This design comes from an exercise in tuning for a short achievable clock period and few clock cycles on the open sky130 flow, not from production work.
Function was checked by simulation only, so behaviour that the tests miss may differ from the original.
Power figures rest on the tool's default switching activity, not on a simulated workload.

[design/flow/flow/run.sh]
#!/bin/bash
# Layout flow: the standard flow (standard.sh: unchanged synthesis and
# ORFS steps, the standard flow's SDC and clock period) with two changes to how the
# layout is made:
#  - setup repair aims well below the clock period, so that the layout
#    reaches a shorter period than the constraint asks for;
#  - the port buffers that the standard flow inserts on every input and
#    output are buf_8 cells instead of the smallest buffer.
set -e
export SETUP_SLACK_MARGIN=7.8
export BUFFER_PORTS_ARGS="-buffer_cell sky130_fd_sc_hd__buf_8"
bash standard.sh > standard.log 2>&1
[design/flow/design.v]
module bsrw (
    input             clk,
    input             rst,
    input             host_we,
    input      [2:0]  host_addr,
    input      [31:0] host_wdata,
    output            busy,
    output     [31:0] res0,
    output     [31:0] status,
    output            mem_req,
    output            mem_we,
    output     [9:0]  mem_addr,
    output     [7:0]  mem_wdata,
    input      [7:0]  mem_rdata,
    input             mem_ready,
    output            out_valid,
    output     [7:0]  out_data,
    input             out_ready
);
    localparam N_CTX    = 8;
    localparam MEM_SIZE = 1024;
    localparam LEN_MAX  = 32'h0FFF_FFFF;
    localparam POS_MAX  = 14'h3FFF;
    localparam OP_CREATE = 4'h1, OP_DESTROY = 4'h2, OP_AT_END = 4'h3,
               OP_RD1    = 4'h4, OP_RDBITS  = 4'h5, OP_RDFIELD = 4'h6,
               OP_RDBA   = 4'h7, OP_REMBYT  = 4'h8, OP_REMBIT  = 4'h9,
               OP_WRBITS = 4'hA, OP_WRFIELD = 4'hB, OP_WRBA    = 4'hC,
               OP_DUMP   = 4'hD;
    localparam F_ILLEGAL = 4'd1, F_INVALID = 4'd2, F_ALLOC = 4'd3,
               F_LENGTH  = 4'd4, F_FIELD   = 4'd5, F_ADDR  = 4'd6,
               F_POSOVF  = 4'd7, F_OVERRUN = 4'd8;
    localparam RS_OK = 2'd0, RS_TRUNC = 2'd1, RS_PAST = 2'd2;
    localparam ST_IDLE = 3'd0, ST_DEC = 3'd1, ST_RD = 3'd2, ST_RBA = 3'd3,
               ST_WR   = 3'd4, ST_DUMP = 3'd5, ST_CZ = 3'd6;
    localparam PH_INIT = 2'd0, PH_READ = 2'd1, PH_WRITE = 2'd2, PH_FINAL = 2'd3;
    localparam G_HDR = 3'd0, G_HEX = 3'd1, G_BAR = 3'd2, G_ASC = 3'd3,
               G_SP  = 3'd4, G_LF  = 3'd5, G_END = 3'd6;
    reg [31:0] arg0, arg1, arg2;
    reg [31:0] res0_r;
    reg        err_r;
    reg [3:0]  fcode_r;
    reg [1:0]  rstat_r;
    reg        busy_r;
    reg [2:0]  st;
    reg        ctx_valid [0:N_CTX-1];
    reg [10:0] ctx_base  [0:N_CTX-1];
    reg [10:0] ctx_len   [0:N_CTX-1];
    reg [13:0] ctx_pos   [0:N_CTX-1];
    reg [3:0]  ctx_brib  [0:N_CTX-1];
    reg        mreq, mwe;
    reg [9:0]  maddr;
    reg [7:0]  mwdata;
    reg        oval;
    reg [7:0]  odata;
    assign busy      = busy_r;
    assign res0      = res0_r;
    assign status    = {22'd0, rstat_r, fcode_r, 3'd0, err_r};
    assign mem_req   = mreq;
    assign mem_we    = mwe;
    assign mem_addr  = maddr;
    assign mem_wdata = mwdata;
    assign out_valid = oval;
    assign out_data  = odata;
    function in_range;
        input [31:0] a;
        input [34:0] n;
        begin
            in_range = ({3'd0, a} + n) <= MEM_SIZE;
        end
    endfunction
    function [29:0] ceil8;
        input [31:0] x;
        reg [32:0] t;
        begin
            t = {1'b0, x} + 33'd7;
            ceil8 = t[32:3];
        end
    endfunction
    function [1:0] classify;      
        input ov;
        input ae;
        begin
            classify = !ov ? RS_OK : ae ? RS_PAST : RS_TRUNC;
        end
    endfunction
    function [7:0] hexdigit;
        input [3:0] d;
        begin
            hexdigit = (d < 4'd10) ? (8'h30 + {4'd0, d}) : (8'h37 + {4'd0, d});
        end
    endfunction
    function [7:0] hdr_char;
        input [2:0] i;
        begin
            case (i)
                3'd0: hdr_char = "H";
                3'd1: hdr_char = "E";
                3'd2: hdr_char = "X";
                3'd3: hdr_char = "D";
                3'd4: hdr_char = "U";
                3'd5: hdr_char = "M";
                3'd6: hdr_char = "P";
                default: hdr_char = 8'h0A;
            endcase
        end
    endfunction
    function [7:0] win;
        input [7:0] hi;
        input [7:0] lo;
        input [3:0] s;
        reg [15:0] t;
        begin
            t = {hi, lo} >> s;
            win = t[7:0];
        end
    endfunction
    function illegal_f;
        input [31:0] c;
        reg [3:0] o, ci, w;
        reg       s, z;
        reg [7:0] v;
        reg       wok;
        begin
            o = c[3:0]; ci = c[7:4]; w = c[11:8]; s = c[12]; z = c[13]; v = c[23:16];
            wok = (w >= 4'd1) && (w <= 4'd8);
            illegal_f = (c[15:14] != 2'b00) || (c[31:24] != 8'd0);
            case (o)
                OP_CREATE:  illegal_f = illegal_f || (ci != 0) || (w != 0) || s || (v != 0);
                OP_DESTROY, OP_AT_END, OP_RDBA, OP_REMBYT, OP_REMBIT:
                            illegal_f = illegal_f || (w != 0) || s || z || (v != 0);
                OP_RD1, OP_RDFIELD, OP_WRFIELD, OP_WRBA:
                            illegal_f = illegal_f || (w != 0) || z || (v != 0);
                OP_RDBITS:  illegal_f = illegal_f || !wok || z || (v != 0);
                OP_WRBITS:  illegal_f = illegal_f || !wok || z;
                OP_DUMP:    illegal_f = illegal_f || (ci != 0) || (w != 0) || s || z || (v != 0);
                default:    illegal_f = 1'b1;
            endcase
        end
    endfunction
    reg         f_ae     [0:N_CTX-1];
    reg         f_in1    [0:N_CTX-1];
    reg         f_in2    [0:N_CTX-1];
    reg         f_pmax   [0:N_CTX-1];
    reg [15:0]  f_lmp    [0:N_CTX-1];    
    reg [15:0]  f_lmpm1  [0:N_CTX-1];    
    reg [13:0]  f_pp1    [0:N_CTX-1];    
    reg [9:0]   f_addr   [0:N_CTX-1];    
    wire [15:0] cf_lmp   [0:N_CTX-1];
    wire [13:0] cf_pp1   [0:N_CTX-1];
    wire [9:0]  cf_addr  [0:N_CTX-1];
    wire        cf_ae    [0:N_CTX-1];
    wire        cf_in1   [0:N_CTX-1];
    wire        pc_ae    [0:N_CTX-1];    
    wire        pc_in1   [0:N_CTX-1];    
    wire        pc_in2   [0:N_CTX-1];    
    wire [15:0] pc_lmp   [0:N_CTX-1];    
    wire [13:0] pc_rb    [0:N_CTX-1];    
    wire [9:0]  pc_addr  [0:N_CTX-1];    
    wire [13:0] pc_pp1   [0:N_CTX-1];    
    wire        pc_pmax  [0:N_CTX-1];    
    wire        pc_pov0  [0:N_CTX-1];    
    genvar g;
    generate
        for (g = 0; g < N_CTX; g = g + 1) begin : pcx
            wire [13:0] P   = ctx_pos[g];
            wire [10:0] L   = ctx_len[g];
            wire [3:0]  K   = ctx_brib[g];
            wire [15:0] lmp = f_lmp[g];
            wire        ae  = ({3'd0, L} <= P);
            wire [15:0] lmpm1 = f_lmpm1[g];
            wire [13:0] rb  = f_ae[g] ? 14'd0 :
                              K[3] ? {lmp[10:0], 3'd0} : {lmpm1[10:0], K[2:0]};
            assign cf_lmp[g]   = {5'd0, L} - {2'd0, P};
            assign cf_pp1[g]   = P + 14'd1;
            assign cf_addr[g]  = ctx_base[g][9:0] + P[9:0];
            wire [14:0] adv = {1'b0, P} + {1'b0, arg0[16:3]} +
                              {14'd0, ({1'b0, arg0[2:0]} >= K)};
            assign pc_pov0[g]  = (arg0[31:17] != 15'd0) || adv[14];
            assign cf_ae[g]    = ae;
            assign cf_in1[g]   = ({3'd0, L} > (P + 14'd1)) && (P != 14'h3FFF);
            assign pc_ae[g]    = f_ae[g];
            assign pc_in1[g]   = f_in1[g];
            assign pc_in2[g]   = f_in2[g];
            assign pc_lmp[g]   = lmp;
            assign pc_rb[g]    = rb;
            assign pc_addr[g]  = f_addr[g];
            assign pc_pp1[g]   = f_pp1[g];
            assign pc_pmax[g]  = f_pmax[g];
        end
    endgenerate
    reg        any_free;
    reg [2:0]  free_idx;
    integer    k;
    always @(*) begin
        any_free = 1'b0;
        free_idx = 3'd0;
        for (k = N_CTX - 1; k >= 0; k = k - 1) begin
            if (!ctx_valid[k]) begin
                any_free = 1'b1;
                free_idx = k[2:0];
            end
        end
    end
    wire [11:0] s01_c     = {1'b0, arg0[10:0]} + {1'b0, arg1[10:0]};
    wire        inr01_c   = (arg0 <= 32'd1024) && (arg1 <= 32'd1024) && (s01_c <= 12'd1024);
    wire [10:0] fc11_c    = (arg0 < 32'd8) ? 11'd1 : (arg0[13:3] + {10'd0, (arg0[2:0] != 3'd0)});
    wire        inr1f_c   = (arg0 <= 32'd8192) && (arg1 <= 32'd1024) &&
                            (fc11_c <= (11'd1024 - arg1[10:0]));
    wire        a1gt_c    = (arg1 > LEN_MAX);
    wire [29:0] fcount_c  = (arg0 >= 32'd8) ? ceil8(arg0) : 30'd1;
    wire        cz_ok_c   = any_free && !a1gt_c && inr01_c && (arg1 != 32'd0);
    wire [10:0] ncnk_c    = arg0[13:3] + {10'd0, (arg0[2:0] != 3'd0)} - 11'd1;
    wire [10:0] a0c_c     = (arg0 > 32'd1024) ? 11'd1025 : arg0[10:0];
    wire [10:0] lim1_c    = 11'd1024 - arg1[10:0];
    reg         p_inr01, p_a1gt, p_inr1f, p_fbad, p_a0lt8;
    reg [29:0]  p_fcount;
    reg [10:0]  p_cl0;
    reg         p_cl0z, p_cl01, p_a1z, p_a11;
    reg         p_a0big, p_a1big, p_a2big, p_a0hbig, p_a0pos, p_a1ok, p_a0cle;
    reg [13:0]  p_a0h;
    reg [10:0]  p_a0c, p_lim1;
    always @(posedge clk) begin
        p_a0big  <= (arg0[31:14] != 18'd0);
        p_a1big  <= (arg1[31:11] != 21'd0);
        p_a2big  <= (arg2[31:14] != 18'd0);
        p_a0hbig <= (arg0[31:17] != 15'd0);
        p_a0h    <= arg0[16:3];
        p_a0pos  <= !arg0[31] && (arg0 != 32'd0);
        p_a0c    <= a0c_c;
        p_a1ok   <= (arg1 <= 32'd1024);
        p_lim1   <= lim1_c;
        p_a0cle  <= (a0c_c <= lim1_c);
        p_inr01  <= inr01_c;
        p_a1gt   <= a1gt_c;
        p_inr1f  <= inr1f_c;
        p_fbad   <= (arg1 != {2'd0, ceil8(arg2)});
        p_fcount <= fcount_c;
        p_a0lt8  <= (arg0 < 32'd8);
        p_cl0    <= ncnk_c;
        p_cl0z   <= (ncnk_c == 11'd0);
        p_cl01   <= (ncnk_c == 11'd1);
        p_a1z    <= (arg1 == 32'd0);
        p_a11    <= (arg1 == 32'd1);
    end
    wire [2:0] a_ci  = host_wdata[6:4];
    wire [3:0] a_opc = host_wdata[3:0];
    wire       a_k8  = k8v[a_ci];
    wire       a_src = ((a_opc == OP_WRBA) && a_k8) ||
                       ((a_opc == OP_WRFIELD) && a_k8 && (arg2[2:0] == 3'd0));
    wire       a_ill = illegal_f(host_wdata);
    wire       a_inv = (a_opc != OP_CREATE) && (a_opc != OP_DUMP) &&
                       (host_wdata[7] || !ctx_valid[a_ci]);
    wire       a_q   = (host_wdata[31:7] == 25'd0) && ctx_valid[a_ci] &&
                       ((a_opc == OP_DESTROY) || (a_opc == OP_AT_END) ||
                        (a_opc == OP_REMBYT) || (a_opc == OP_REMBIT));
    wire       a_cr  = ((host_wdata == 32'h0000_0001) ||
                        ((host_wdata == 32'h0000_2001) && (arg1 == 32'd0))) &&
                       any_free && !a1gt_c && inr01_c;
    wire       a_zc  = a_q || a_cr;
    wire [3:0] a_K     = ctx_brib[a_ci];
    wire       a_rd    = (a_opc == OP_RD1) || (a_opc == OP_RDBITS);
    wire [3:0] a_W     = (a_opc == OP_RD1) ? 4'd1 : host_wdata[11:8];
    wire       a0lt8_c = (arg0 < 32'd8);
    wire [3:0] a_rn0   = a_rd ? a_W : (a0lt8_c ? {1'b0, arg0[2:0]} : 4'd8);
    wire [63:0] t_ge, t_gt;
    wire [7:0]  k8v, rf1f;
    wire [9:0]  fa_wba [0:N_CTX-1];
    wire [9:0]  fa_wf  [0:N_CTX-1];
    genvar gw;
    generate
        for (g = 0; g < N_CTX; g = g + 1) begin : tcx
            wire [3:0] K = ctx_brib[g];
            assign k8v[g]    = (K == 4'd8);
            assign rf1f[g]   = ((a0lt8_c ? {1'b0, arg0[2:0]} : 4'd8) > K);
            assign fa_wba[g] = k8v[g] ? arg0[9:0] : pc_addr[g];
            assign fa_wf[g]  = (k8v[g] && (arg2[2:0] == 3'd0)) ? arg0[9:0] : pc_addr[g];
            for (gw = 0; gw < 8; gw = gw + 1) begin : tw
                localparam [3:0] WV = (gw == 0) ? 4'd8 : gw;
                assign t_ge[g*8+gw] = (WV >= K);
                assign t_gt[g*8+gw] = (WV > K);
            end
        end
    endgenerate
    wire [5:0] a_idx   = {a_ci, host_wdata[10:9], host_wdata[8] | (a_opc == OP_RD1)};
    reg        d_illegal, d_invalid;
    reg        d_create, d_destroy, d_atend, d_rd, d_rdf, d_rba, d_rembyt, d_rembit,
               d_wrbits, d_wrf, d_wrba, d_dump;
    reg [2:0]  d_ci;
    reg [3:0]  d_W;
    reg        d_S;
    reg [7:0]  d_val;
    reg        d_src;
    reg        d_ae, d_in1, d_in2, d_pmax;
    reg [15:0] d_lmp;
    reg [13:0] d_rb;
    reg [9:0]  d_addr;
    reg [13:0] d_pos, d_pp1;
    reg [10:0] d_len;
    reg [9:0]  d_base;
    reg [3:0]  d_brib;
    reg        d_ovw, d_povw, d_rf1, d_pov0;
    reg [3:0]  d_rs0;
    reg [7:0]  d_rmask0;
    reg [13:0] d_rdpos;
    reg [3:0]  d_rdbrib;
    wire       ovw    = d_ovw;                                  
    wire       povw   = d_povw;                                 
    wire       k8     = (d_brib == 4'd8);
    wire       ov0    = p_a0big || (arg0[13:0] > d_rb);
    wire       ov1    = p_a1big || ({arg1[10:0], 3'd0} > d_rb);
    wire       ov2    = p_a2big || (arg2[13:0] > d_rb);
    wire       rc_c   = ({1'b0, arg0[2:0]} >= d_brib);
    wire [14:0] adv0  = {1'b0, d_pos} + {1'b0, p_a0h} + {14'd0, rc_c};
    wire       pov0   = d_pov0;
    wire [13:0] np0   = adv0[13:0];
    wire [3:0]  nb0   = 4'd8 - (({1'b0, arg0[2:0]} + 4'd8 - d_brib) & 4'd7);
    wire       rba_nz  = p_a0pos && !d_ae;
    wire       rba_a0le = (p_a0c <= d_lmp[10:0]);
    wire [10:0] rba_n  = !rba_nz ? 11'd0 : (rba_a0le ? p_a0c : d_lmp[10:0]);
    wire       rba_inr = p_a1ok && (!rba_nz || p_a0cle || (d_lmp[10:0] <= p_lim1));
    wire [1:0] rba_rs  = (!p_a0pos || (rba_nz && rba_a0le)) ? RS_OK :
                         !rba_nz ? RS_PAST : RS_TRUNC;
    wire ok_create = any_free && !p_a1gt && p_inr01;
    wire ok_rd     = !povw && !(d_S && ovw);
    wire ok_rdf    = p_inr1f && !pov0 && !(d_S && ov0);
    wire ok_wrbits = !(d_S && ovw);
    wire ok_wrf    = !p_fbad && p_inr01 && !(d_S && ov2);
    wire ok_wrba   = p_inr01 && !(d_S && ov1);
    wire nofault   = !d_illegal && !d_invalid &&
                     !(d_create && !ok_create) && !(d_rd && !ok_rd) &&
                     !(d_rdf && !ok_rdf) && !(d_rba && !rba_inr) &&
                     !(d_wrbits && !ok_wrbits) && !(d_wrf && !ok_wrf) &&
                     !(d_wrba && !ok_wrba) && !(d_dump && !p_inr01);
    reg [3:0] fault;
    always @(*) begin
        fault = 4'd0;
        if (d_illegal)
            fault = F_ILLEGAL;
        else if (d_invalid)
            fault = F_INVALID;
        else if (d_create) begin
            if (!any_free)             fault = F_ALLOC;
            else if (p_a1gt)           fault = F_LENGTH;
            else if (!p_inr01)         fault = F_ADDR;
        end else if (d_rd) begin
            if (povw)                  fault = F_POSOVF;
            else if (d_S && ovw)       fault = F_OVERRUN;
        end else if (d_rdf) begin
            if (!p_inr1f)              fault = F_ADDR;
            else if (pov0)             fault = F_POSOVF;
            else if (d_S && ov0)       fault = F_OVERRUN;
        end else if (d_rba) begin
            if (!rba_inr)              fault = F_ADDR;
        end else if (d_wrbits) begin
            if (d_S && ovw)            fault = F_OVERRUN;
        end else if (d_wrf) begin
            if (p_fbad)                fault = F_FIELD;
            else if (!p_inr01)         fault = F_ADDR;
            else if (d_S && ov2)       fault = F_OVERRUN;
        end else if (d_wrba) begin
            if (!p_inr01)              fault = F_ADDR;
            else if (d_S && ov1)       fault = F_OVERRUN;
        end else if (d_dump) begin
            if (!p_inr01)              fault = F_ADDR;
        end
    end
    wire [3:0] rs0     = d_rs0;       
    wire [7:0] rmask0  = d_rmask0;
    wire       rf1     = d_rf1;       
    wire [7:0] rmtail  = ~(8'hFF >> arg0[2:0]);
    wire       rtfetch = k8 || ({1'b0, arg0[2:0]} > d_brib);
    wire [7:0] wv      = d_val & ~(8'hFF << d_W);
    wire       wlt     = (d_W < d_brib);
    wire [3:0] wdk     = d_W - d_brib;                       
    wire [7:0] wor_a   = wlt ? (wv << (d_brib - d_W)) : (wv >> wdk);
    wire [7:0] wnxt    = wv << (4'd8 - wdk);
    wire [3:0] wnk     = wlt ? (d_brib - d_W) : (4'd8 - wdk);
    wire [2:0] wr_r    = arg2[2:0];
    wire       wtlt    = ({1'b0, wr_r} < d_brib);
    wire [7:0] wma     = ~(8'hFF << d_brib) & (8'hFF << (d_brib - {1'b0, wr_r}));
    wire [7:0] wmb     = ~(8'hFF >> ({1'b0, wr_r} - d_brib));
    wire [3:0] wkt     = wtlt ? (d_brib - {1'b0, wr_r}) : (4'd8 - ({1'b0, wr_r} - d_brib));
    reg [1:0]  pend_rstat;
    reg [31:0] pend_res;
    reg [13:0] pend_pos;
    reg [3:0]  pend_brib;
    reg [1:0]  ph;
    reg        r_isrd;
    reg [7:0]  r_hA, r_hB;
    reg [9:0]  r_hBaddr;
    reg        r_hBmem;
    reg [3:0]  r_s, r_sfull;
    reg [7:0]  r_mask, r_mtail;
    reg        r_f1, r_hastail, r_tfetch;
    reg [10:0] r_cl;
    reg        r_clz, r_cl1;
    reg [9:0]  r_faddr;
    reg [15:0] r_fql;
    reg        r_fqin, r_fqin2;
    reg [9:0]  r_dptr;
    reg [10:0] b_rc;
    reg [13:0] b_pos1;       
    reg        b_rc1;
    reg [9:0]  b_raddr;
    reg        w_isbits, w_isbulk;
    reg [13:0] w_wp, w_wp1;
    reg [3:0]  w_wk, w_k;
    reg [9:0]  w_waddr;
    reg [7:0]  w_cur;
    reg [9:0]  w_sp;
    reg [10:0] w_bl, w_cl;
    reg        w_bl1, w_cl1;
    reg        w_fwd, w_hastail, w_taillt;
    reg [7:0]  w_ma, w_mb;
    reg [3:0]  w_wkt;
    reg [2:0]  gph;
    reg [3:0]  gcol;
    reg [1:0]  gsub;
    reg [2:0]  gidx;
    reg [3:0]  gnm1;         
    reg [3:0]  glastm1;      
    reg [6:0]  grl;          
    reg        grl1, grl2;
    reg [3:0]  fcol;
    reg [10:0] fleft;
    reg        fl1, flnz;
    reg [15:0] fv;
    reg [7:0]  rowbuf [0:15];
    wire [7:0] rb0      = d_ae ? 8'd0 : mem_rdata;
    wire [7:0] rchunk0  = win(rb0, 8'd0, rs0) & rmask0;
    wire [7:0] rchunk0r = win(rb0, 8'd0, r_s) & r_mask;        
    wire [7:0] rchunkf  = win(r_hA, mem_rdata, r_s) & r_mask;
    wire [7:0] r_hAn    = (r_hBmem && (r_hBaddr == maddr)) ? mwdata : r_hB;
    wire       r_ntail  = r_cl1 && r_hastail;
    wire [7:0] r_nmask  = r_ntail ? r_mtail : 8'hFF;
    wire       r_nfetch = r_ntail ? r_tfetch : 1'b1;
    wire [7:0] rchunkw  = win(r_hAn, 8'd0, r_sfull) & r_nmask;
    wire [7:0] w_x      = w_fwd ? w_cur : mem_rdata;
    wire [7:0] w_A      = w_x >> (4'd8 - w_k);
    wire [7:0] w_B      = w_x << w_k;
    wire       w_part   = w_cl1 && w_hastail;
    wire [7:0] g_cell   = rowbuf[gcol];
    wire       g_inrow  = (gcol <= gnm1);
    reg  [7:0] g_char;
    reg        g_avail;
    always @(*) begin
        g_avail = 1'b1;
        case (gph)
            G_HDR: g_char = hdr_char(gidx);
            G_HEX: begin
                g_avail = !g_inrow || fv[gcol];
                if (!g_inrow || gsub[1])
                    g_char = 8'h20;
                else if (gsub == 2'd0)
                    g_char = hexdigit(g_cell[7:4]);
                else
                    g_char = hexdigit(g_cell[3:0]);
            end
            G_BAR: g_char = (gsub == 2'd0) ? 8'h7C : 8'h20;
            G_ASC: g_char = (g_cell >= 8'h20 && g_cell <= 8'h7E) ? g_cell : 8'h2E;
            G_SP:  g_char = 8'h20;
            default: g_char = 8'h0A;
        endcase
    end
    reg        fin, fin_nr, fin_mr, fin_or;
    reg [31:0] fin_res;
    reg [1:0]  fin_rstat;
    reg        fin_wb;
    reg [13:0] fin_pos;
    reg [3:0]  fin_brib;
    wire dgo    = (st == ST_DEC);      
    wire r_go   = (dgo && (d_rd || d_rdf) && (d_ae || mem_ready)) ||
                  (st == ST_RD && ph == PH_INIT && mem_ready);
    wire r_fir  = (st == ST_DEC) ? rf1 : r_f1;
    wire [9:0] r_faddr_n = (st == ST_DEC) ? (d_addr + 10'd1) : r_faddr;
    wire [7:0] r_c0 = (st == ST_DEC) ? rchunk0 : rchunk0r;
    wire b_go   = (dgo && d_rba && rba_nz && mem_ready) ||
                  (st == ST_RBA && ph == PH_INIT && mem_ready);
    wire w_none = d_ae || (!d_wrbits && p_a1z);
    wire w_go   = (dgo && (d_wrbits || d_wrf || d_wrba) && !w_none && mem_ready) ||
                  (st == ST_WR && ph == PH_INIT && mem_ready);
    integer i;
    reg [7:0] mwdata_n;
    always @(*) begin
        case (st)
            ST_IDLE: mwdata_n = 8'd0;
            ST_DEC: begin
                if (d_rd || d_rdf)   mwdata_n = rchunk0;
                else if (d_wrbits)   mwdata_n = mem_rdata | wor_a;
                else                 mwdata_n = mem_rdata;
            end
            ST_RD:   mwdata_n = (ph == PH_INIT) ? rchunk0r : (ph == PH_READ) ? rchunkf : rchunkw;
            ST_RBA:  mwdata_n = mem_rdata;
            ST_WR: begin
                if (ph == PH_INIT)
                    mwdata_n = w_isbits ? (mem_rdata | wor_a) : mem_rdata;
                else if (ph == PH_READ)
                    mwdata_n = (w_part && w_taillt) ? (w_cur | (w_A & w_ma)) : (w_cur | w_A);
                else
                    mwdata_n = w_cur;
            end
            default: mwdata_n = mwdata;
        endcase
    end
    always @(posedge clk) begin
        if (!(mreq && mwe && !mem_ready))
            mwdata <= mwdata_n;
    end
    always @(*) begin
        fin_nr    = 1'b0;      
        fin_mr    = 1'b0;      
        fin_or    = 1'b0;      
        fin_res   = pend_res;
        fin_rstat = pend_rstat;
        fin_wb    = 1'b0;
        fin_pos   = pend_pos;
        fin_brib  = pend_brib;
        case (st)
            ST_DEC: begin
                fin_rstat = d_rd     ? classify(ovw, d_ae) :
                            d_rdf    ? classify(ov0, d_ae) :
                            d_rba    ? rba_rs :
                            d_wrbits ? classify(ovw, d_ae) :
                            d_wrf    ? classify(ov2, d_ae) :
                            d_wrba   ? classify(ov1, d_ae) : RS_OK;
                fin_res   = d_create ? {29'd0, free_idx} :
                            d_rd     ? {24'd0, rchunk0} : 32'd0;
                fin_pos   = d_rdpos;
                fin_brib  = d_rdbrib;
                if (nofault) begin
                    if (d_create) begin
                        fin_nr = !mwe;
                        fin_mr = mwe;
                    end else if (d_rd) begin
                        fin_nr = d_ae && !(rf1 && d_in1);
                        fin_mr = !(rf1 && d_in1);
                    end else if (d_rba)
                        fin_nr = !rba_nz;
                    else if (d_wrbits || d_wrf || d_wrba)
                        fin_nr = w_none;
                    fin_wb = d_rd;
                end
            end
            ST_RD: begin
                fin_wb = 1'b1;
                if (ph == PH_INIT) begin
                    fin_res = {24'd0, rchunk0r};
                    fin_mr = r_isrd && !(r_f1 && r_fqin);
                end else if (ph == PH_READ) begin
                    fin_res = {24'd0, rchunkf};
                    fin_mr = r_isrd;
                end else begin
                    fin_mr = r_clz;
                end
            end
            ST_RBA: begin
                fin_wb = 1'b1;
                fin_pos = b_pos1;
                fin_mr = (ph == PH_WRITE) && b_rc1;
            end
            ST_WR: begin
                fin_wb   = 1'b1;
                fin_pos  = (ph == PH_WRITE) ? w_wp1 : w_wp;
                fin_brib = w_wk;
                fin_mr = (ph == PH_FINAL) || ((ph == PH_WRITE) && w_bl1);
            end
            ST_CZ:   fin_mr = 1'b1;
            ST_DUMP: fin_or = (gph == G_END);
            default: ;
        endcase
    end
    always @(*) fin = fin_nr || (fin_mr && mem_ready) || (fin_or && out_ready);
    always @(posedge clk) begin
        if (rst) begin
            st      <= ST_IDLE;
            busy_r  <= 1'b0;
            arg0    <= 32'd0;
            arg1    <= 32'd0;
            arg2    <= 32'd0;
            res0_r  <= 32'd0;
            err_r   <= 1'b0;
            fcode_r <= 4'd0;
            rstat_r <= 2'd0;
            mreq    <= 1'b0;
            mwe     <= 1'b0;
            oval    <= 1'b0;
            for (i = 0; i < N_CTX; i = i + 1)
                ctx_valid[i] <= 1'b0;
        end else begin
            case (st)
            ST_IDLE: begin
                if (any_free) begin
                    ctx_base[free_idx] <= arg0[10:0];
                    ctx_len[free_idx]  <= arg1[10:0];
                    ctx_pos[free_idx]  <= 14'd0;
                    ctx_brib[free_idx] <= 4'd8;
                    f_ae[free_idx]     <= (arg1[10:0] == 11'd0);
                    f_in1[free_idx]    <= (arg1[10:0] > 11'd1);
                    f_in2[free_idx]    <= (arg1[10:0] > 11'd2);
                    f_pmax[free_idx]   <= 1'b0;
                    f_lmp[free_idx]    <= {5'd0, arg1[10:0]};
                    f_lmpm1[free_idx]  <= {5'd0, arg1[10:0]} - 16'd1;
                    f_pp1[free_idx]    <= 14'd1;
                    f_addr[free_idx]   <= arg0[9:0];
                end
                d_illegal <= illegal_f(host_wdata);
                d_invalid <= (a_opc != OP_CREATE) && (a_opc != OP_DUMP) &&
                             (host_wdata[7] || !ctx_valid[a_ci]);
                d_create  <= (a_opc == OP_CREATE);
                d_destroy <= (a_opc == OP_DESTROY);
                d_atend   <= (a_opc == OP_AT_END);
                d_rd      <= (a_opc == OP_RD1) || (a_opc == OP_RDBITS);
                d_rdf     <= (a_opc == OP_RDFIELD);
                d_rba     <= (a_opc == OP_RDBA);
                d_rembyt  <= (a_opc == OP_REMBYT);
                d_rembit  <= (a_opc == OP_REMBIT);
                d_wrbits  <= (a_opc == OP_WRBITS);
                d_wrf     <= (a_opc == OP_WRFIELD);
                d_wrba    <= (a_opc == OP_WRBA);
                d_dump    <= (a_opc == OP_DUMP);
                d_ci      <= a_ci;
                d_W       <= a_W;
                d_S       <= host_wdata[12];
                d_val     <= host_wdata[23:16];
                d_src     <= a_src;
                d_ae      <= pc_ae[a_ci];
                d_in1     <= pc_in1[a_ci];
                d_in2     <= pc_in2[a_ci];
                d_pmax    <= pc_pmax[a_ci];
                d_lmp     <= pc_lmp[a_ci];
                d_rb      <= pc_rb[a_ci];
                d_addr    <= pc_addr[a_ci];
                d_pos     <= ctx_pos[a_ci];
                d_len     <= ctx_len[a_ci];
                d_base    <= ctx_base[a_ci][9:0];
                d_pp1     <= pc_pp1[a_ci];
                d_brib    <= ctx_brib[a_ci];
                d_ovw     <= pc_ae[a_ci] || (!pc_in1[a_ci] && t_gt[a_idx]);
                d_povw    <= pc_pmax[a_ci] && t_ge[a_idx];
                d_pov0    <= pc_pov0[a_ci];
                d_rf1     <= a_rd ? t_gt[a_idx] : rf1f[a_ci];
                d_rs0     <= (a_rd || a0lt8_c) ? (4'd8 + a_K - a_rn0) : a_K;
                d_rmask0  <= ~(8'hFF << a_rn0);
                d_rdpos   <= t_ge[a_idx] ? pc_pp1[a_ci] : ctx_pos[a_ci];
                d_rdbrib  <= 4'd8 - ((4'd8 - a_K + a_W) & 4'd7);
                mwe    <= (host_wdata == 32'h0000_2001) && cz_ok_c;
                maddr  <= ((a_opc == OP_CREATE) || (a_opc == OP_DUMP)) ? arg0[9:0] :
                          (a_opc == OP_WRBA) ? fa_wba[a_ci] :
                          (a_opc == OP_WRFIELD) ? fa_wf[a_ci] : pc_addr[a_ci];
                odata    <= "H";
                gph      <= G_HDR;
                gidx     <= 3'd1;
                gcol     <= 4'd0;
                gsub     <= 2'd0;
                gnm1     <= (arg1[10:4] != 7'd0) ? 4'd15 : (arg1[3:0] - 4'd1);
                glastm1  <= arg1[3:0] - 4'd1;
                grl      <= arg1[10:4] + {6'd0, (arg1[3:0] != 4'd0)};
                grl1     <= ((arg1[10:4] + {6'd0, (arg1[3:0] != 4'd0)}) == 7'd1);
                grl2     <= ((arg1[10:4] + {6'd0, (arg1[3:0] != 4'd0)}) == 7'd2);
                pend_res <= {25'd0, (arg1[10:4] + {6'd0, (arg1[3:0] != 4'd0)})};
                pend_rstat <= RS_OK;
                fcol     <= 4'd0;
                fleft    <= arg1[10:0];
                fl1      <= (arg1[10:0] == 11'd1);
                flnz     <= (arg1[10:0] != 11'd0);
                fv       <= 16'd0;
                if (host_we) begin
                    case (host_addr)
                        3'd0: begin
                            busy_r    <= 1'b1;
                            mreq   <= 1'b1;
                            if ((host_wdata == 32'h0000_000D) && inr01_c) begin
                                st       <= ST_DUMP;
                                oval     <= 1'b1;
                                mreq     <= (arg1[10:0] != 11'd0);
                            end else if (a_zc) begin
                                st      <= ST_IDLE;
                                busy_r  <= 1'b0;
                                mreq    <= 1'b0;
                                rstat_r <= RS_OK;
                                begin
                                    fcode_r <= 4'd0;
                                    res0_r  <= (a_opc == OP_AT_END) ? {31'd0, pc_ae[a_ci]} :
                                               (a_opc == OP_REMBYT) ? {{16{pc_lmp[a_ci][15]}}, pc_lmp[a_ci]} :
                                               (a_opc == OP_REMBIT) ? {18'd0, pc_rb[a_ci]} :
                                               (a_opc == OP_CREATE) ? {29'd0, free_idx} : 32'd0;
                                    if (a_opc == OP_DESTROY)
                                        ctx_valid[a_ci] <= 1'b0;
                                    if (a_opc == OP_CREATE)
                                        ctx_valid[free_idx] <= 1'b1;
                                end
                            end else begin
                                st <= ST_DEC;
                            end
                        end
                        3'd1: arg0 <= host_wdata;
                        3'd2: arg1 <= host_wdata;
                        3'd3: arg2 <= host_wdata;
                        default: ;
                    endcase
                end
            end
            ST_DEC: begin
                pend_rstat <= fin_rstat;
                if (!nofault) begin
                    mreq <= 1'b0;
                    mwe  <= 1'b0;
                end
                if (d_create && nofault) begin
                    ctx_valid[free_idx] <= 1'b1;
                    pend_res <= {29'd0, free_idx};
                    if (mwe && !mem_ready)
                        st <= ST_CZ;
                end
                begin
                    if (d_rd || d_rdf) begin
                        st        <= ST_RD;
                        ph        <= PH_INIT;
                        r_isrd    <= d_rd;
                        pend_res  <= {2'd0, p_fcount};
                        pend_pos  <= d_rd ? d_rdpos : np0;
                        pend_brib <= d_rd ? d_rdbrib : nb0;
                        r_s       <= rs0;
                        r_mask    <= rmask0;
                        r_f1      <= rf1;
                        r_sfull   <= k8 ? 4'd0 : d_brib;
                        r_mtail   <= rmtail;
                        r_hastail <= (arg0[2:0] != 3'd0);
                        r_tfetch  <= rtfetch;
                        r_cl      <= (d_rd || p_a0lt8) ? 11'd0 : p_cl0;
                        r_clz     <= (d_rd || p_a0lt8) ? 1'b1  : p_cl0z;
                        r_cl1     <= (d_rd || p_a0lt8) ? 1'b0  : p_cl01;
                        r_faddr   <= d_addr + 10'd1;
                        r_fql     <= d_lmp - 16'd1;
                        r_fqin    <= d_in1;
                        r_fqin2   <= d_in2;
                        r_dptr    <= arg1[9:0];
                    end
                    if (d_rba) begin
                        st        <= ST_RBA;
                        ph        <= PH_INIT;
                        pend_res  <= {21'd0, rba_n};
                        b_pos1    <= d_pp1;
                        pend_brib <= d_brib;
                        b_rc      <= rba_n;
                        b_rc1     <= (rba_n == 11'd1);
                        b_raddr   <= d_addr + 10'd1;
                        r_dptr    <= arg1[9:0];
                    end
                    if (d_wrbits || d_wrf || d_wrba) begin
                        st        <= ST_WR;
                        ph        <= PH_INIT;
                        pend_res  <= 32'd0;
                        w_isbits  <= d_wrbits;
                        w_isbulk  <= d_src;
                        w_wp      <= d_pos;
                        w_wp1     <= d_pp1;
                        w_wk      <= d_brib;
                        w_k       <= d_brib;
                        w_waddr   <= d_addr;
                        w_cur     <= 8'd0;
                        w_sp      <= d_src ? (arg0[9:0] + 10'd1) : arg0[9:0];
                        w_bl      <= d_lmp[10:0];
                        w_bl1     <= !d_in1;
                        w_cl      <= d_wrbits ? 11'd1 : arg1[10:0];
                        w_cl1     <= d_wrbits ? 1'b1 : p_a11;
                        w_fwd     <= (arg0[9:0] == d_addr);
                        w_hastail <= d_wrf && !d_src && (wr_r != 3'd0);
                        w_taillt  <= wtlt;
                        w_ma      <= wma;
                        w_mb      <= wmb;
                        w_wkt     <= wkt;
                    end
                end
            end
            ST_CZ: ;
            ST_RD: begin
                if (ph == PH_READ && mem_ready) begin
                    r_hB     <= mem_rdata;
                    r_hBaddr <= maddr;
                    r_hBmem  <= 1'b1;
                    r_faddr  <= r_faddr + 10'd1;
                    r_fql    <= r_fql - 16'd1;
                    r_fqin   <= r_fqin2;
                    r_fqin2  <= ($signed(r_fql) > 16'sd2);
                    r_dptr   <= r_dptr;
                    maddr    <= r_dptr;
                    mwe      <= 1'b1;
                    ph       <= PH_WRITE;
                end
                if (ph == PH_WRITE && mem_ready && !r_clz) begin
                    r_hA    <= r_hAn;
                    r_s     <= r_sfull;
                    r_mask  <= r_nmask;
                    r_dptr  <= r_dptr + 10'd1;
                    r_cl    <= r_cl - 11'd1;
                    r_clz   <= r_cl1;
                    r_cl1   <= (r_cl == 11'd2);
                    if (r_nfetch && r_fqin) begin
                        mwe   <= 1'b0;
                        maddr <= r_faddr;
                        ph    <= PH_READ;
                    end else begin
                        r_hB    <= 8'd0;
                        r_hBmem <= 1'b0;
                        maddr   <= r_dptr + 10'd1;
                    end
                end
            end
            ST_RBA: begin
                if (ph == PH_READ && mem_ready) begin
                    maddr   <= r_dptr;
                    mwe     <= 1'b1;
                    b_raddr <= b_raddr + 10'd1;
                    ph      <= PH_WRITE;
                end
                if (ph == PH_WRITE && mem_ready && !b_rc1) begin
                    b_rc   <= b_rc - 11'd1;
                    b_rc1  <= (b_rc == 11'd2);
                    b_pos1 <= b_pos1 + 14'd1;
                    r_dptr <= r_dptr + 10'd1;
                    maddr  <= b_raddr;
                    mwe    <= 1'b0;
                    ph     <= PH_READ;
                end
            end
            ST_WR: begin
                if (ph == PH_READ && mem_ready) begin
                    w_sp   <= w_sp + 10'd1;
                    maddr  <= w_waddr;
                    mwe    <= 1'b1;
                    if (w_part && w_taillt) begin
                        w_wk   <= w_wkt;
                        ph     <= PH_FINAL;
                    end else begin
                        w_cur  <= w_part ? (w_B & w_mb) : w_B;
                        if (w_part)
                            w_wk <= w_wkt;
                        ph     <= PH_WRITE;
                    end
                end
                if (ph == PH_WRITE && mem_ready && !w_bl1) begin
                    w_wp    <= w_wp1;
                    w_wp1   <= w_wp1 + 14'd1;
                    w_waddr <= w_waddr + 10'd1;
                    w_bl    <= w_bl - 11'd1;
                    w_bl1   <= (w_bl == 11'd2);
                    w_cl    <= w_cl - 11'd1;
                    w_cl1   <= (w_cl == 11'd2);
                    if (w_cl1) begin
                        maddr  <= w_waddr + 10'd1;
                        ph     <= PH_FINAL;
                    end else begin
                        maddr  <= w_sp;
                        mwe    <= 1'b0;
                        ph     <= PH_READ;
                    end
                end
            end
            ST_DUMP: begin
                if (mreq && mem_ready) begin
                    rowbuf[fcol] <= mem_rdata;
                    fv[fcol]     <= 1'b1;
                    fcol         <= fcol + 4'd1;
                    fleft        <= fleft - 11'd1;
                    fl1          <= (fleft == 11'd2);
                    flnz         <= !fl1;
                    maddr        <= maddr + 10'd1;
                    if (fcol == 4'd15 || fl1)
                        mreq <= 1'b0;
                end
                if (!oval || out_ready) begin
                    if (gph != G_END) begin
                        oval  <= g_avail;
                        odata <= g_char;
                    end
                    if (gph != G_END && g_avail) begin
                        case (gph)
                            G_HDR: begin
                                gidx <= gidx + 3'd1;
                                if (gidx == 3'd7)
                                    gph <= (grl == 7'd0) ? G_END : G_HEX;
                            end
                            G_HEX: begin
                                if (gsub == 2'd3 || (gsub == 2'd2 && gcol != 4'd7)) begin
                                    gsub <= 2'd0;
                                    gcol <= gcol + 4'd1;
                                    if (gcol == 4'd15)
                                        gph <= G_BAR;
                                end else begin
                                    gsub <= gsub + 2'd1;
                                end
                            end
                            G_BAR: begin
                                gsub <= gsub + 2'd1;
                                if (gsub == 2'd2) begin
                                    gph  <= G_ASC;
                                    gcol <= 4'd0;
                                end
                            end
                            G_ASC: begin
                                gcol <= gcol + 4'd1;
                                if (gcol == gnm1) begin
                                    gph <= G_SP;
                                    fcol <= 4'd0;
                                    fv   <= 16'd0;
                                    mreq <= flnz;
                                end
                            end
                            G_SP: gph <= G_LF;
                            default: begin
                                grl  <= grl - 7'd1;
                                grl1 <= grl2;
                                grl2 <= (grl == 7'd3);
                                gcol <= 4'd0;
                                gsub <= 2'd0;
                                gnm1 <= grl2 ? glastm1 : 4'd15;
                                gph  <= grl1 ? G_END : G_HEX;
                            end
                        endcase
                    end
                end
            end
            default: st <= ST_IDLE;
            endcase
            if (r_go) begin
                r_hA <= rb0;
                if (r_fir && (st == ST_DEC ? d_in1 : r_fqin)) begin
                    maddr <= r_faddr_n;
                    mwe   <= 1'b0;
                    ph    <= PH_READ;
                end else begin
                    r_hB    <= 8'd0;
                    r_hBmem <= 1'b0;
                    maddr   <= (st == ST_DEC) ? arg1[9:0] : r_dptr;
                    mwe     <= 1'b1;
                    ph      <= PH_WRITE;
                end
            end
            if (b_go) begin
                maddr  <= (st == ST_DEC) ? arg1[9:0] : r_dptr;
                mwe    <= 1'b1;
                ph     <= PH_WRITE;
            end
            if (w_go) begin
                maddr <= d_addr;
                if ((st == ST_DEC) ? d_wrbits : w_isbits) begin
                    mwe    <= 1'b1;
                    w_cur  <= wnxt;
                    w_wk   <= wnk;
                    ph     <= wlt ? PH_FINAL : PH_WRITE;
                end else if ((st == ST_DEC) ? d_src : w_isbulk) begin
                    mwe    <= 1'b1;
                    w_cur  <= 8'd0;
                    ph     <= PH_WRITE;
                end else begin
                    w_cur  <= mem_rdata;
                    maddr  <= arg0[9:0];
                    mwe    <= 1'b0;
                    ph     <= PH_READ;
                end
            end
            if (fin) begin
                res0_r  <= fin_res;
                fcode_r <= 4'd0;
                rstat_r <= fin_rstat;
                busy_r  <= 1'b0;
                st      <= ST_IDLE;
                mreq    <= 1'b0;
                mwe     <= 1'b0;
                oval    <= 1'b0;
                if (fin_wb) begin
                    ctx_pos[d_ci]  <= fin_pos;
                    ctx_brib[d_ci] <= fin_brib;
                    f_ae[d_ci]     <= ({3'd0, d_len} <= fin_pos);
                    f_in1[d_ci]    <= ({3'd0, d_len} > (fin_pos + 14'd1)) && (fin_pos != 14'h3FFF);
                    f_in2[d_ci]    <= ({3'd0, d_len} > (fin_pos + 14'd2)) && (fin_pos < 14'h3FFE);
                    f_pmax[d_ci]   <= (fin_pos == POS_MAX);
                    f_lmp[d_ci]    <= {5'd0, d_len} - {2'd0, fin_pos};
                    f_lmpm1[d_ci]  <= {5'd0, d_len} + ~{2'd0, fin_pos};
                    f_pp1[d_ci]    <= fin_pos + 14'd1;
                    f_addr[d_ci]   <= d_base + fin_pos[9:0];
                end
            end else if (st == ST_DEC && !nofault) begin
                res0_r  <= 32'd0;
                fcode_r <= fault;
                rstat_r <= RS_OK;
                err_r   <= 1'b1;
                busy_r  <= 1'b0;
                st      <= ST_IDLE;
            end
        end
    end
endmodule
[design/flow/config.mk]
export PLATFORM = sky130hd
export DESIGN_NAME = bsrw
export DESIGN_NICKNAME = bsrw
export VERILOG_FILES = /design/flow/design.v
export SDC_FILE = /design/flow/constraint.sdc
export NUM_CORES = 4
export LEC_CHECK = 0
export ABC_CLOCK_PERIOD_IN_PS = 3000
export CAP_MARGIN = 35
export CORE_MARGIN = 2
export CORE_UTILIZATION = 40
export SLEW_MARGIN = 35
export TNS_END_PERCENT = 10
[design/flow/constraint.sdc]
create_clock -name core_clock -period 12.0 [get_ports {clk}]
set_input_delay 2.4000 -clock core_clock [delete_from_list [all_inputs] [get_ports {clk}]]
set_output_delay 2.4000 -clock core_clock [all_outputs]
set_load 0.01 [all_outputs]
[design/flow/standard.sh]
#!/bin/bash
# synth_recipe.tcl (not shown) runs the flow's synth.tcl, then flattens the netlist and writes it again
# the make line also repeats each setting of config.mk as NAME=value (left out here)
make -C /OpenROAD-flow-scripts/flow DESIGN_CONFIG=/design/flow/config.mk WORK_HOME=/design/flow/orfs CLKGATE_MAP_FILE= SYNTH_SCRIPT=/design/flow/synth_recipe.tcl "${@:-finish}"
==> metrics.md, run 1 <==
| Metric | Value |
|---|---|
| Crit path max fanout | `11` |
| Nets | `9089` |
| Vias in the first global route | `71300` |
| Htree depth | `4` |
| Post-synth design cell area | `91300 µm²` |
| Seq/Total Area, Yosys | `52.2%` |
| Drt pass-1 iters | `7` |
| Starting Density | `40.2%` |
| Hpwl dp | `266000 µm` |
| Leakage power | `40.4 nW` |
| Family with the most delay on the worst path | `compound AO/OA/AOI/OAI gates` |
| 1st-iter DRT viols | `11000` |
| Share of layout cells above drive strength 1 | `16.3%` |
| Largest net degree at the start of global routing | `91` |
| IO Port Bufs | `116` |
| Syn_area_per_cell | `11.0 µm²` |
| Yosys Warn Count | `1` |
| Fillers | `20200` |
| Die ar. | `232000 µm²` |
| Total Routed Length | `391000 µm` |
| Pwr dens | `134 nW/µm²` |
| Total of max-cap violations | `0` |
| Final setup vio count | `0` |
| CP most frequent cell | `nand3_1` |
| Clk buf depth | `3` |
| Total CTS buffers | `181` |
| Netlist cell types | `101` |
| Clk pwr share | `39.5%` |
| Most frequent cells in the layout | `1429 x edfxtp_1, 957 x nand2_1, 604 x nor2_1, 522 x a21oi_1, 396 x ha_1` |
| Clock latency on the worst-skew pair | `0.88 ns` |
| Critical-path top delay cell | `a211oi_1` |
| Worst R2R Setup Slack | `7.43 ns` |
| Arr. time, crit path | `5.30 ns` |
| Initial antenna violation count | `28` |
| Via density | `6.38` |
| Critical path type | `in2reg` |
| Fmax | `0.213 GHz` |
| Die X | `482 µm` |
| RSZ-0062 raised after global routing | `true` |
| Io pins | `142` |
| Internal | `0.0105 W` |
| Number of antenna-violating nets in the routed design | `0` |
| Hold Path Class | `reg2reg` |
| Post-Syn Instances | `8334` |
| Asr flop ratio synth | `0%` |
| CTS Sinks | `1666` |
| Final Wtd Congestion | `1.01` |
| Tcrit/Tclk final | `39.2%` |
| Via count | `75200` |
| Slew HR | `30.8%` |
| Die Ht | `482 µm` |
| Final Core Density | `47.9%` |
| Worst path max stage delay | `0.86 ns` |
| Gate power share | `14.4%` |
| Core Region | `227000 µm²` |
| Endpoints failing hold | `0` |
| Post-synthesis sequential element count | `1666` |
| Layout Area Growth over Synthesis | `19.1%` |
| GRT Util Overall | `32.6%` |
| First-pass GRT wire length | `540000 µm` |
| Cts hold-fix bufs | `0` |
| WP depth | `8` |
| Setup TNS Final | `0 ns` |
| Clock Skews | `0.0491 ns` |
| Slew @ Worst Pin | `1.04 ns` |
| Sum of buffers and inverters on the critical path | `2` |
| Status | `no timing/DRC/antenna violations` |
| VDD IR-drop max | `0.000164 V` |
| P_sw | `0.00407 W` |
| Worst-path cell chain | `buf_16, buf_4, nand3_1, nand3_1, o21ai_0, a211oi_1, a221oi_1, a211o_1` |
| Wire length per cell | `33.1 µm` |
| Root buf cell | `clkbuf_16` |
| Post-synth EDFFs | `1429` |
| # DRC | `0` |
| Critical path required time | `12.60 ns` |
| Primary FF master, synth | `edfxtp_1` |
| Register share of total power | `46.1%` |
| Row Count | `175` |
| CP Launch Type | `input port` |
| Commonest non-fill, non-tap cell in the layout | `edfxtp_1` |
| Final Critical Period | `4.70 ns` |
| Sw Share | `27.8%` |
| R2r worst-path depth | `18` |
| Worst setup EP type | `flop` |
| GR Overflow Total | `0` |
| Hold Path Depth | `1` |
| Clk slew on worst S/H paths | `0.06 ns` |
| Slew Limit Fails | `0` |
| CTS tree | `yes` |
what timing repair did:
item | in CTS | in global routing
cloned | 52 | 4
endpoints found under the setup margin | 1434 | 1444
buffers inserted | 121 | 84
resized for setup | 350 | 154
pin swaps | 40 | 42
worst reg2reg max path: cells and delay by family, from the launching register on:
family	cells	cell delay, ns
AOI/OAI and AO/OA	5	1.47
buffers and inverters	8	1.35
adders and majority gates	1	0.32
and+or+nand+nor	4	0.57
DFF	1	0.59
per-stage QoR:
stage	setup slack, ns	total power, W	hold slack (ns)	std cells	area (µm²)
final	7.30	0.0146	0.469	11800	109000
after global routing	7.38	0.0150	0.488	11800	109000
after CTS	7.52	0.0145	0.471	11700	107000
after detailed placement	5.04	0.00867	0.462	11200	97000
after global placement	4.88	0.00864	0.452	11200	96800
after floorplan	4.39	0.00784	0.424	8359	91500
metal layers:
metal / up-vias / part of all wire (%) / track usage, %
met4: 18 / 7.8 / 20.9
li1: 31900 / - / -
met2: 4951 / 43 / 48.6
met3: 1233 / 12 / 8.63
met5: - / 0.033 / 0
met1: 37200 / 38 / 41.9
cells in the mapped netlist, drive strengths merged, types with 52 or more instances:
library cell	n	area, µm²
mux2i	383	3830
xor2	141	1230
o21ai	437	2190
mux4	142	3200
nor3	185	937
mux2	66	743
o211ai	58	435
clkbuf	350	1320
o22ai	158	988
ha	407	5090
dfxtp	237	4740
a21oi	548	2750
nand2b	82	516
and2	71	444
edfxtp	1429	42900
a211oi	86	651
o21a	52	390
a21o	83	623
nand4	89	557
inv	251	942
xnor2	209	1830
nand2	977	3670
nand3	200	1010
a31oi	62	388
nor2	639	2400
nor4	77	497
nor2b	68	425
buf	165	806
kinds of logic (layout without fill, tap and decap cells):
logic type | after synthesis | in the layout | share of synthesized area, %
AND/OR/NAND/NOR | 2621 | 2625 | 13.3
buffers and inverters | 772 | 1177 | 3.38
other | 1 | 34 | 0.00411
adder cells (fa/ha/maj) | 421 | 421 | 5.89
multiplexers | 591 | 591 | 8.52
XOR/XNOR | 350 | 350 | 3.36
flip-flops | 1666 | 1666 | 52.2
AO/OA/AOI/OAI | 1912 | 1914 | 13.3
state kept, by name, indices dropped and copies added (netlist names), 80 cells and up, named ones only:
name / cells
ctx_base: 80
ctx_len: 88
ctx_pos: 112
f_addr: 80
f_lmp: 120
f_lmpm1: 88
f_pp1: 112
rowbuf: 128
cell type report:
cell class              instances  area (µm²)  share of cell area, %
repair buffers                587        7590                   6.98
clock inverters               104        1150                   1.06
diodes                          8        20.0                 0.0184
flip-flops and latches       1666       47700                   43.9
multi-input cells            5927       42600                   39.2
clock buffers                 229        4900                   4.51
well taps                    3009        3760                   3.46
inverters                     257        1040                  0.953
power groups by stage:
stage	Sequential, W	Combinational [W]	Clock, W
floorplan	0.00671	0.00113	0
global placement	0.00684	0.00180	0
detailed placement	0.00684	0.00183	0
CTS	0.00672	0.00196	0.00580
global route	0.00673	0.00221	0.00604
finish	0.00673	0.00211	0.00577
final timing paths:
path | end | startpoint
setup / recovery | maddr[3] | mem_ready
hold / removal | res0_r[28] | pend_res[28]
setup reg to reg | f_pp1[5][13] | d_rb[11]
hold reg to reg | res0_r[28] | pend_res[28]
Testbench counts, summed over its fixed seeds: cycles 29,292.
==> run 2: changes to the inputs <==
--- a/design/flow/design.v
+++ b/design/flow/design.v
@@ -643,10 +643,6 @@
                 d_rmask0  <= ~(8'hFF << a_rn0);
                 d_rdpos   <= t_ge[a_idx] ? pc_pp1[a_ci] : ctx_pos[a_ci];
                 d_rdbrib  <= 4'd8 - ((4'd8 - a_K + a_W) & 4'd7);
-                mwe    <= (host_wdata == 32'h0000_2001) && cz_ok_c;
-                maddr  <= ((a_opc == OP_CREATE) || (a_opc == OP_DUMP)) ? arg0[9:0] :
-                          (a_opc == OP_WRBA) ? fa_wba[a_ci] :
-                          (a_opc == OP_WRFIELD) ? fa_wf[a_ci] : pc_addr[a_ci];
                 odata    <= "H";
                 gph      <= G_HDR;
                 gidx     <= 3'd1;
@@ -669,6 +665,10 @@
                         3'd0: begin
                             busy_r    <= 1'b1;
                             mreq   <= 1'b1;
+                            mwe    <= (host_wdata == 32'h0000_2001) && cz_ok_c;
+                            maddr  <= ((a_opc == OP_CREATE) || (a_opc == OP_DUMP)) ? arg0[9:0] :
+                                      (a_opc == OP_WRBA) ? fa_wba[a_ci] :
+                                      (a_opc == OP_WRFIELD) ? fa_wf[a_ci] : pc_addr[a_ci];
                             if ((host_wdata == 32'h0000_000D) && inr01_c) begin
                                 st       <= ST_DUMP;
                                 oval     <= 1'b1;
==> run 2 against run 1 <==
Effect of this change:
- non-clock buffer count rose by 34
- critical path depth grew 8
- clock power fell by 3%
- clock-buffer cell count is 2 higher
- first-iteration DRC count shrank 0.26%
- sequential power grew 3.3%
- power grew 7.9%
- die area is 0.64% lower
- global-route usage down 0.53 points
- core utilization grew 0.097 points
- worst setup slack got worse by 0.19 ns
- largest cell class unchanged
- highest routed layer unchanged
==> metrics.md, run 2 <==
| Metric | Value |
|---|---|
| Worst path max stage delay | `0.36 ns (-0.50 ns)` |
| Internal | `0.0109 W (+3.5%)` |
| Netlist cell types | `96 (-5.0%)` |
| Clk pwr share | `35.6% (-3.9 points)` |
| Hpwl dp | `262000 µm (-1.5%)` |
| Slew HR | `30.1% (-0.66 points)` |
| 1st-iter DRT viols | `11000 (-0.26%)` |
| Number of antenna-violating nets in the routed design | `0 (unchanged)` |
| Htree depth | `4 (unchanged)` |
| CP most frequent cell | `buf_12` |
| First-pass GRT wire length | `528000 µm (-2.2%)` |
| Main combinational cell family by area after synthesis | `simple AND/OR/NAND/NOR gates` |
| Area fraction in compound gates after synthesis | `13.1% (-0.24 points)` |
| Nets | `9105 (+0.18%)` |
| Setup TNS Final | `0 ns (unchanged)` |
| Layout Area Growth over Synthesis | `19.1% (about the same)` |
| Total Routed Length | `389000 µm (-0.34%)` |
| Register share of total power | `44.1% (-2.0 points)` |
| Highest routed layer | `met5` |
| Row Count | `174 (-0.57%)` |
| Fillers | `20100 (-0.41%)` |
| Mux share of post-synthesis cell area | `8.32% (-0.20 points)` |
| Family with the most delay on the worst path | `compound AO/OA/AOI/OAI gates` |
| Slew Limit Fails | `0 (unchanged)` |
| Die Ht | `480 µm (-0.32%)` |
| Yosys Warn Count | `1 (unchanged)` |
| Final Critical Period | `4.89 ns (+0.188 ns)` |
| Clk slew on worst S/H paths | `0.06 ns (about the same)` |
| # DRC | `0 (unchanged)` |
| CP Launch Type | `input port` |
| VDD IR-drop max | `0.000155 V (-5.5%)` |
| Root buf cell | `clkbuf_16` |
| Pwr dens | `146 nW/µm² (+8.6%)` |
| Post-Syn Instances | `8308 (-0.31%)` |
| Sw Share | `30.8% (+3.0 points)` |
| Critical-path top delay cell | `or3_4` |
| Post-synth EDFFs | `1429 (unchanged)` |
| Total of max-cap violations | `0 (unchanged)` |
| Worst-path cell chain | `buf_12, clkinvlp_4, a211oi_4, a2bb2oi_2, o21a_1, o211ai_1, o31a_2, or2_4, a31o_4, buf_12, or3_4, buf_6, o22ai_4, buf_12, buf_12, buf_16` |
| Biggest area consumer among synthesized cells | `edfxtp_1` |
| Core Region | `225000 µm² (-0.86%)` |
| Cts hold-fix bufs | `0 (unchanged)` |
| Drt pass-1 iters | `7 (unchanged)` |
| Simple-Gate Fraction of Synth Area | `13.4% (+0.11 points)` |
| Initial antenna violation count | `22 (-21%)` |
| Top-area cell type share of the netlist area | `47.3% (+0.31 points)` |
| Io pins | `142 (unchanged)` |
| Die X | `480 µm (-0.32%)` |
| P_sw | `0.00485 W (+19%)` |
| Final setup vio count | `0 (unchanged)` |
| RSZ-0062 raised after global routing | `true` |
| Design area | `108000 µm² (-0.66%)` |
| DP Area | `96400 µm² (-0.59%)` |
| Met1 wire length | `149000 µm (+1.5%)` |
| Post-Synth XOR/XNOR Area | `3.28% (-0.075 points)` |
| CTS tree | `yes` |
| Critical path required time | `12.56 ns (-0.04 ns)` |
| WL met3 | `46900 µm (+3.2%)` |
| Vias in the first global route | `69400 (-2.7%)` |
| Post-synth design cell area | `90700 µm² (-0.65%)` |
| Reg area | `47700 µm² (about the same)` |
| Leakage power | `40.1 nW (-0.66%)` |
| Multi-input gate area | `42000 µm² (-1.4%)` |
| Tcrit/Tclk final | `40.8% (+1.6 points)` |
| GR Overflow Total | `0 (unchanged)` |
| Commonest cells post-synth | `1429 x edfxtp_1, 1067 x nand2_1, 635 x nor2_1, 536 x a21oi_1, 467 x o21ai_0` |
| Fmax | `0.204 GHz (-3.8%)` |
| Synth Area in Adders | `6.02% (+0.13 points)` |
| Sum of buffers and inverters on the critical path | `7 (+5)` |
| Crit path max fanout | `9 (-2)` |
| Gate power share | `20.3% (+5.9 points)` |
| Hold Path Class | `reg2reg` |
| Top-count cell post-synth | `edfxtp_1` |
| Via count | `75200 (-0.082%)` |
| Endpoints failing hold | `0 (unchanged)` |
| Starting Density | `40.3% (+0.084 points)` |
| Worst setup EP type | `flop` |
| Met2 WL | `165000 µm (-1.8%)` |
| Largest net degree at the start of global routing | `104 (+14%)` |
| Syn_area_per_cell | `10.9 µm² (-0.34%)` |
| Commonest non-fill, non-tap cell in the layout | `edfxtp_1` |
| Asr flop ratio synth | `0% (unchanged)` |
| Via density | `6.38 (about the same)` |
| Status | `no timing/DRC/antenna violations` |
| Final Wtd Congestion | `1.02 (+1.0%)` |
| Most flops, register | `rowbuf` |
| Wire length per cell | `33.1 µm (-0.25%)` |
| Area contributors post-synth | `edfxtp_1 47%, ha_1 5.6%, dfxtp_1 5.2%` |
| Share of layout cells above drive strength 1 | `16.0% (-0.34 points)` |
| GRT Util Overall | `32.1% (-0.53 points)` |
| Die ar. | `231000 µm² (-0.64%)` |
| Seq/Total Area, Yosys | `52.5% (+0.34 points)` |
| Primary FF master, synth | `edfxtp_1` |
| Most frequent cells in the layout | `1429 x edfxtp_1, 1049 x nand2_1, 576 x nor2_1, 512 x a21oi_1, 432 x o21ai_0` |
| CTS Sinks | `1666 (unchanged)` |
| Clk buf depth | `3 (unchanged)` |
| Total CTS buffers | `178 (-1.7%)` |
| Arr. time, crit path | `5.45 ns (+0.15 ns)` |
| Clock Skews | `0.0512 ns (+0.00206 ns)` |
| Largest regs | `rowbuf: 128 flops, f_lmp: 120 flops` |
| IO Port Bufs | `116 (unchanged)` |
| Critical path type | `in2reg` |
| Clock latency on the worst-skew pair | `0.87 ns (about the same)` |
| Max reg flops | `128 (unchanged)` |
| Slew @ Worst Pin | `1.04 ns (+0.00538 ns)` |
| Post-synthesis sequential element count | `1666 (unchanged)` |
run 2: per-stage QoR:
stage / worst slack, ns / util, % / std cells / hold WS [ns] / power, W
2_1_floorplan: 5.30 / - / 8333 / 0.424 / 0.00860
4_1_cts: 7.21 / 46.8 / 11600 / 0.480 / 0.0156
5_1_grt: 7.11 / 48.0 / 11800 / 0.514 / 0.0162
3_5_place_dp: 4.68 / 42.8 / 11200 / 0.471 / 0.00986
3_3_place_gp: 4.67 / 42.8 / 11100 / 0.468 / 0.00982
6_report: 7.11 / 48.0 / 11800 / 0.477 / 0.0158
run 2: layout make-up:
type / instances / share of cell area, %
well taps: 2992 / 3.47
multi-input cells: 5915 / 38.8
diodes: 4 / 0.00927
clock inverters: 96 / 0.857
repair buffers: 621 / 7.20
repair inverters: 1 / 0.00463
inverters: 251 / 0.928
clock buffers: 231 / 4.55
flip-flops and latches: 1666 / 44.1
run 2: power by group through the flow:
stage                     registers [W]  logic (W)  clock network (W)
after floorplan                 0.00690    0.00171                  0
after global placement          0.00705    0.00277                  0
after detailed placement        0.00706    0.00280                  0
after CTS                       0.00693    0.00297            0.00565
after global routing            0.00696    0.00335            0.00586
final                           0.00695    0.00320            0.00561
run 2: cell families (layout without fill, tap and decap cells):
family                     after synthesis  after routing
and+or+nand+nor                       2664           2668
AOI/OAI and AO/OA                     1883           1886
adders and majority gates              429            429
xor gates and xnor gates               340            340
buffers and inverters                  759           1200
other                                    1             30
muxes                                  566            566
DFF                                   1666           1666
run 2: path summary, 6_finish.rpt:
check	depth (start not counted)	slack (ns)	to	start
max	16	7.11	f_lmp[0][9]	mem_ready
max reg2reg	16	7.15	f_lmp[0][9]	arg1[7]
min reg2reg	2	0.48	arg1[31]	arg1[31]
min	2	0.48	arg1[31]	arg1[31]
run 2: what timing repair did:
action,in CTS,in global routing
resized for setup,274,228
setup buffers,94,132
pin swaps,29,55
endpoints found under the setup margin,1550,1616
cloned,41,24
run 2: worst reg2reg max path, delay by kind of cell (launching register included):
| family | cells | cell delay (ns) |
|---|---|---|
| buffers and inverters | 6 | 1.43 |
| DFF | 1 | 0.30 |
| adders and majority gates | 1 | 0.26 |
| AOI/OAI and AO/OA | 5 | 1.70 |
| and+or+nand+nor | 4 | 0.86 |
run 2: routing by layer:
layer / vias up / track usage, %
met5: - / 0
met2: 5061 / 47.1
li1: 31800 / -
met3: 1084 / 8.35
met4: 4 / 18.9
met1: 37200 / 42.6
Testbench counts of run 2, summed over its fixed seeds: cycles 29,292.
==> run 3: changes to the inputs <==
--- a/design/flow/flow/run.sh
+++ b/design/flow/flow/run.sh
@@ -7,6 +7,6 @@
 #  - the port buffers that the standard flow inserts on every input and
 #    output are buf_8 cells instead of the smallest buffer.
 set -e
-export SETUP_SLACK_MARGIN=7.8
+export SETUP_SLACK_MARGIN=7.6
 export BUFFER_PORTS_ARGS="-buffer_cell sky130_fd_sc_hd__buf_8"
 bash standard.sh > standard.log 2>&1
--- a/design/flow/config.mk
+++ b/design/flow/config.mk
@@ -10,4 +10,4 @@
 export CORE_MARGIN = 2
 export CORE_UTILIZATION = 40
 export SLEW_MARGIN = 35
-export TNS_END_PERCENT = 10
+export TNS_END_PERCENT = 20
==> run 3 against run 2 <==
Effect of this change:
- still clean on timing, DRC and antenna
- sequential share of layout area is 0.27 points higher
- final cell count decreased by 0.46%
- clock skew rose by 0.024 ns
- wire length decreased by 0.83%
- power rose by 1.2%
- core utilization is 0.29 points lower
- sequential cell count did not move
- non-clock buffer count fell by 71
- clock power grew 5.2%
- clock-buffer cell count fell by 6
==> metrics.md, run 3 <==
| Metric | Value |
|---|---|
| Status | `no timing/DRC/antenna violations` |
| Total Routed Length | `386000 µm (-0.83%)` |
| Final Wtd Congestion | `0.995 (-2.3%)` |
| Worst r2r dst | `ctx_valid[6]` |
| Area contributors post-synth | `edfxtp_1 47%, ha_1 5.6%, dfxtp_1 5.2%` |
| Biggest area consumer among synthesized cells | `edfxtp_1` |
| Primary FF master, synth | `edfxtp_1` |
| Post-synthesis sequential element count | `1666 (unchanged)` |
| Hpwl dp | `260000 µm (-0.79%)` |
| Initial antenna violation count | `18 (-18%)` |
| Commonest non-fill, non-tap cell in the layout | `edfxtp_1` |
| CP most frequent cell | `buf_4` |
| IO Port Bufs | `116 (unchanged)` |
| RSZ-0062 raised after global routing | `true` |
| Met1 usage | `42.1% (-0.52 points)` |
| Met3 usage | `7.27% (-1.1 points)` |
| Top-area cell type share of the netlist area | `47.3% (unchanged)` |
| Pre-CTS setup slack | `4.78 ns (+0.0995 ns)` |
| Post-synth design cell area | `90700 µm² (unchanged)` |
| Slew Limit Fails | `0 (unchanged)` |
| Pwr dens | `149 nW/µm² (+1.8%)` |
| Met2 GRT Util | `47.5% (+0.47 points)` |
| Fmax | `0.208 GHz (+1.8%)` |
| Final Critical Period | `4.81 ns (-0.0853 ns)` |
| Root buf cell | `clkbuf_16` |
| Worst path max stage delay | `0.88 ns (+0.52 ns)` |
| Critical path required time | `12.61 ns (+0.05 ns)` |
| Starting Density | `40.3% (unchanged)` |
| Fillers | `20300 (+0.93%)` |
| Hold Path Class | `reg2reg` |
| Hold_ws | `0.484 ns (+0.00711 ns)` |
| Critical-path top delay cell | `o311ai_1` |
| Worst setup EP type | `flop` |
| Yosys Warn Count | `1 (unchanged)` |
| R2r worst-path depth | `13 (-3)` |
| Layout Area Growth over Synthesis | `18.4%` |
| Endpoints failing hold | `0 (unchanged)` |
| HP Start | `arg1[27]` |
| First-pass GRT wire length | `523000 µm (-0.98%)` |
| Seq/Total Area, Yosys | `52.5% (unchanged)` |
| Max reg flops | `128 (unchanged)` |
| Syn_area_per_cell | `10.9 µm² (unchanged)` |
| Vias in the first global route | `69000 (-0.55%)` |
| Critical path type | `reg2reg` |
| GRT Util Overall | `31.7% (-0.38 points)` |
| Worst R2R Setup Slack | `7.19 ns (+0.04 ns)` |
| Worst-path cell chain | `buf_4, ha_1, a211oi_1, nor2_1, o311ai_1, o2111ai_1, o21ai_2, a41oi_4, o32ai_2, buf_4, mux2i_4, buf_4, o21ai_2` |
| Largest regs | `rowbuf: 128 flops, f_lmp: 120 flops` |
| Die X | `480 µm (unchanged)` |
==> run 3: through the flow <==
stage | utilization [%] | power, W
after floorplan | - | 0.00860
after global placement | 42.8 | 0.00977
after detailed placement | 42.9 | 0.00981
after CTS | 46.7 | 0.0157
after global routing | 47.7 | 0.0164
final | 47.7 | 0.0159
==> run 3: layer usage <==
| layer | part of all wire, % | routed length (µm) |
|---|---|---|
| met5 | 0.019 | 74 |
| met4 | 7.3 | 28200 |
| met3 | 11 | 44000 |
| met2 | 43 | 166000 |
| met1 | 38 | 148000 |
==> run 3: kinds of logic after synthesis <==
family                     after synthesis  share of synthesized area, %
AOI/OAI and AO/OA                     1883                          13.1
xor gates and xnor gates               340                          3.28
adders and majority gates              429                          6.02
buffers and inverters                  759                          3.31
DFF                                   1666                          52.5
muxes                                  566                          8.32
other                                    1                       0.00413
and+or+nand+nor                       2664                          13.4
==> run 3: layout make-up <==
class	count	area, µm²	area share (%)
Sequential cell	1666	47700	44.4
Timing Repair Buffer	550	6960	6.48
Multi-Input combinational cell	5916	41800	38.9
Clock inverter	109	1440	1.34
Antenna cell	14	35.0	0.0326
Tap cell	2992	3740	3.49
Inverter	251	1020	0.946
Clock buffer	225	4720	4.40
==> run 3: timing repair <==
action,CTS,global route
gates cloned,30,29
setup endpoints to repair,1448,1268
pin swaps,23,59
hold endpoints to repair,0,0
hold buffers,0,0
buffers inserted,69,83
resized for setup,237,212
==> run 3: how the worst min path moves through the flow <==
stage | end | slack [ns] | cells after the start
global placement | arg1[16] | 0.47 | 2
global route | p_fcount[21] | 0.51 | 1
detailed placement | arg1[27] | 0.48 | 2
CTS | arg1[27] | 0.48 | 2
floorplan | w_isbulk | 0.42 | 0
finish | arg1[27] | 0.48 | 2
==> run 3: tightest hold or removal path, cell delays in order, from the launching register on <==
cell	delay, ns
dfxtp_1	0.33
nand2_1	0.06
a21oi_1	0.05
==> run 3: power groups by stage <==
stage          combinational, W  clock [W]  sequential (W)
2_1_floorplan           0.00171          0         0.00690
3_3_place_gp            0.00272          0         0.00705
3_5_place_dp            0.00275          0         0.00705
4_1_cts                 0.00288    0.00592         0.00693
5_1_grt                 0.00326    0.00614         0.00696
6_report                0.00311    0.00590         0.00694

Setup slack of run 3, layout unchanged: 7.195 ns with ideal ports, 7.195 ns with driving cells assumed (clock clkbuf_16, inputs buf_2), 6.253 ns with port delays also shifted by the 0.950 ns mid clock arrival.
